Background: an optimization exercise with open tools, aiming at small area, a short achievable clock period and few clock cycles. Do not read the settings as production practice. Function was checked by simulation only, so behaviour that the tests miss may differ from the original.

## bluenumi_led
module bluenumi_led (
    input  wire        clk,
    input  wire        rst,           
    input  wire        cmd_valid,
    output wire        cmd_ready,
    input  wire [63:0] cmd_word,
    input  wire [31:0] cmd_now,       
    output wire        rsp_valid,
    output wire [3:0]  rsp_status,
    output wire [31:0] led_level      
);
    reg        led_en;
    reg        led_paused;
    reg        led_pattern;
    reg  [7:0] lvl [0:3];
    reg        rst_q;        
    reg        busy;         
    reg        phase;        
    reg        upd_q;        
    reg        rnz_q;        
    reg  [2:0] a_q;          
    reg  [1:0] t_q;          
    reg  [7:0] s2_q;         
    wire accept, ok, rnz, two_cyc, live_upd, is_pause, is_res, is_en, is_pat;
    wire b0 = cmd_word[0];
    wire last = busy & (~upd_q | ~led_pattern | phase);
    assign cmd_ready = ~busy;
    bn_resp u_resp (
        .rst(rst), .cmd_valid(cmd_valid), .cmd_word(cmd_word),
        .busy(busy), .last(last), .rnz_q(rnz_q), .led_en(led_en), .led_paused(led_paused),
        .rsp_valid(rsp_valid), .rsp_status(rsp_status),
        .accept(accept), .ok(ok), .rnz(rnz), .two_cyc(two_cyc), .live_upd(live_upd),
        .is_pause(is_pause), .is_res(is_res), .is_en(is_en), .is_pat(is_pat)
    );
    wire [29:0] A = cmd_now[31:2];
    wire [7:0]  S2;
    wire fold_t1 = A[0] ^ A[7] ^ A[14];
    wire fold_t2 = (A[0] & A[7]) | (A[0] & A[14]) | (A[7] & A[14]);
    wire fold_t3 = A[21] ^ A[28] ^ A[29];
    wire fold_t4 = (A[21] & A[28]) | (A[21] & A[29]) | (A[28] & A[29]);
    wire fold_t5 = A[1] ^ A[8] ^ A[7];
    wire fold_t6 = (A[1] & A[8]) | (A[1] & A[7]) | (A[8] & A[7]);
    wire fold_t7 = A[15] ^ A[22] ^ A[21];
    wire fold_t8 = (A[15] & A[22]) | (A[15] & A[21]) | (A[22] & A[21]);
    wire fold_t9 = A[2] ^ A[9] ^ A[8];
    wire fold_t10 = (A[2] & A[9]) | (A[2] & A[8]) | (A[9] & A[8]);
    wire fold_t11 = A[16] ^ A[23] ^ A[22];
    wire fold_t12 = (A[16] & A[23]) | (A[16] & A[22]) | (A[23] & A[22]);
    wire fold_t13 = A[3] ^ A[10] ^ A[9];
    wire fold_t14 = (A[3] & A[10]) | (A[3] & A[9]) | (A[10] & A[9]);
    wire fold_t15 = A[17] ^ A[14] ^ A[24];
    wire fold_t16 = (A[17] & A[14]) | (A[17] & A[24]) | (A[14] & A[24]);
  ...
Size in the first run: roughly 6700 µm² of cells after synthesis.
Settings: LEC_CHECK=0, ABC_AREA=1, CAP_MARGIN=20, CORE_MARGIN=2, CORE_UTILIZATION=45, CTS_BUF_LIST=sky130_fd_sc_hd__clkbuf_8, GPL_TIMING_DRIVEN=1, PLACE_DENSITY=0.6, SLEW_MARGIN=20, SYNTH_HIERARCHICAL=1, SYNTH_MEMORY_MAX_BITS=131072; clock period 30.0 ns.
standard.sh (not shown) runs the stock make flow with config.mk's settings and CLKGATE_MAP_FILE= SYNTH_SCRIPT=/design/flow/synth_recipe.tcl, a recipe that flattens the netlist after the stock synthesis.
==> flow/flow/run.sh <==
#!/bin/bash
# The standard layout (standard.sh) with these changes:
# - the buffers that buffer_ports puts on every input and output port are
#   sky130_fd_sc_hd__buf_1 cells instead of the tool's default pick
#   (clkdlybuf4s50_1, a delay cell);
# - after the standard synthesis, the netlist's combinational logic is
#   improved without touching any register (same cells, same names):
#   flow/fa_polarity.py removes inverters around the full-adder cells (a full
#   adder is self-dual), then flow/remap.py maps the logic again with ABC
#   (flow/remap.abc, the standard dont_use list in flow/dontuse.txt), keeping
#   flip-flops, full-adder cells and the logic of the rsp_valid/rsp_status paths as
#   they are. The netlist computes the same function; the standard flow then
#   goes on from it.
# Logs: synth.log, standard.log (make's output), fa_polarity.log, remap.log
# (and the netlist's .remap.log beside it), and ORFS's own logs in orfs/logs.
set -euo pipefail
ARGS='BUFFER_PORTS_ARGS=-buffer_cell sky130_fd_sc_hd__buf_1'
R=orfs/results/${FLOW_PLATFORM:-sky130hd}/bluenumi_led/base
bash standard.sh "$ARGS" synth > synth.log 2>&1
python3 flow/fa_polarity.py "$R/1_2_yosys.v" > fa_polarity.log 2>&1
python3 flow/remap.py "$R/1_2_yosys.v" flow/remap.abc flow/dontuse.txt rsp_valid rsp_status > remap.log 2>&1
rm -f "$R/1_synth.odb" "$R/1_synth.sdc"
bash standard.sh "$ARGS" finish > standard.log 2>&1
==> flow/flow/remap.abc <==
strash
dch -f
map -D 3500
topo
stime -c
buffer -c
upsize -c -D 4200
dnsize -c -D 4200
Other scripts of this flow, unchanged in this note and not shown: flow/flow/dontuse.txt, flow/flow/fa_polarity.py, flow/flow/remap.py
Testbench counts at the start, summed over its fixed seeds: cycles 37,036.
==> next run, changes <==
==> flow/flow/remap.abc (replaced) <==
strash
dch -f
map -a
topo
stime -c
buffer -c
upsize -c
dnsize -c
- CTS_BUF_LIST: sky130_fd_sc_hd__clkbuf_8 -> not set
- GPL_TIMING_DRIVEN: 1 -> not set
Result: Routed wire length came out lower by 0.58%. Maximum frequency came out lower by 1.9%. Sequential share of layout area came out lower by 0.37 points. Final area came out higher by 2.4%. Core utilization came out lower by 0.34 points.
==> next run, changes <==
==> flow/flow/remap.abc (replaced) <==
strash
dch -f
map -D 3500
topo
stime -c
buffer -c
upsize -c -D 4000
dnsize -c -D 4000
=> The new run completed without violations. Cell count increases slightly. Design area falls slightly. Synthesized area falls slightly. Via count hardly moves. Setup slack gains 0.046 ns. Fmax climbs slightly. Register-to-register slack improved by 0.12 ns. Count of clock-buffer cells in the layout is unchanged. Utilization climbs by 1.0 points.
==> next run, changes <==
==> flow/flow/remap.abc (replaced) <==
strash
dch -f
map -D 3500
topo
stime -c
buffer -c
upsize -c
dnsize -c
What happened:
- global-route usage falls by 0.49 points
- wire length rises by 1.4%
- die area rises by 1.6%
- utilization falls by 0.67 points
- design area rises by 1.7%
- via count rises by 1.2%
- non-clock buffer count rises by 1
- final cell count rises by 0.39%
- setup slack improved by 0.21 ns
- register-to-register slack improved by 0.32 ns
==> next run, changes <==
--- a/flow/flow/run.sh
+++ b/flow/flow/run.sh
@@ -12,8 +12,7 @@
 #   they are. The netlist computes the same function; the standard flow then
 #   goes on from it.
-# Logs: synth.log, standard.log (make's output), fa_polarity.log, remap.log
-# (and the netlist's .remap.log beside it), and ORFS's own logs in orfs/logs.
 set -euo pipefail
 ARGS='BUFFER_PORTS_ARGS=-buffer_cell sky130_fd_sc_hd__buf_1'
+MARGIN='SETUP_SLACK_MARGIN=16.9'
 R=orfs/results/${FLOW_PLATFORM:-sky130hd}/bluenumi_led/base
 bash standard.sh "$ARGS" synth > synth.log 2>&1
@@ -21,3 +20,3 @@
 python3 flow/remap.py "$R/1_2_yosys.v" flow/remap.abc flow/dontuse.txt rsp_valid rsp_status > remap.log 2>&1
 rm -f "$R/1_synth.odb" "$R/1_synth.sdc"
-bash standard.sh "$ARGS" finish > standard.log 2>&1
+bash standard.sh "$ARGS" "$MARGIN" finish > standard.log 2>&1
==> flow/flow/remap.abc (replaced) <==
strash
dch -f
map -a
topo
stime -c
buffer -c
upsize -c
dnsize -c
Outcome: Fmax hardly moves; via count rises by 1.6%; wire length rises by 1.6%; core utilization rises by 2.5 points; non-clock buffer count rises by 25.

==> static timing again, ports no longer ideal <==
Ports are ideal in the flow. The routed layouts listed here were re-timed in OpenROAD.
Step 1, drivers: a clkbuf_16 drives clk and a buf_2 each remaining input, both assumed.
Step 2 also shifts input and output timing later by t, the mid clock arrival at the registers, as if the neighbouring blocks saw the same clock.
a / b / c = no drivers / after step 1 / after step 2; a / b = the first two.
run	shift t [ns]	setup slack, ns	hold WS [ns]	worst setup path after step 2	worst register clock-pin slew, ns
the first run	0.364	16.952 / 16.933 / 16.933	0.480 / 0.480 / 0.480	input to output	0.10 / 0.10
the second run	0.345	16.698 / 16.655 / 16.925	0.491 / 0.491 / 0.491	input to output	0.08 / 0.08
the third run	0.349	16.744 / 16.703 / 16.941	0.477 / 0.477 / 0.477	input to output	0.08 / 0.08
the fourth run	0.349	16.950 / 16.931 / 16.931	0.474 / 0.474 / 0.474	input to output	0.08 / 0.08
the fifth run	0.343	16.916 / 16.886 / 16.886	0.491 / 0.491 / 0.491	input to output	0.08 / 0.08
After both steps setup and hold are still met in every run listed. For the fifth run, which loses most, drivers alone change the setup slack by -0.030 ns; drivers and shift together by -0.030 ns.
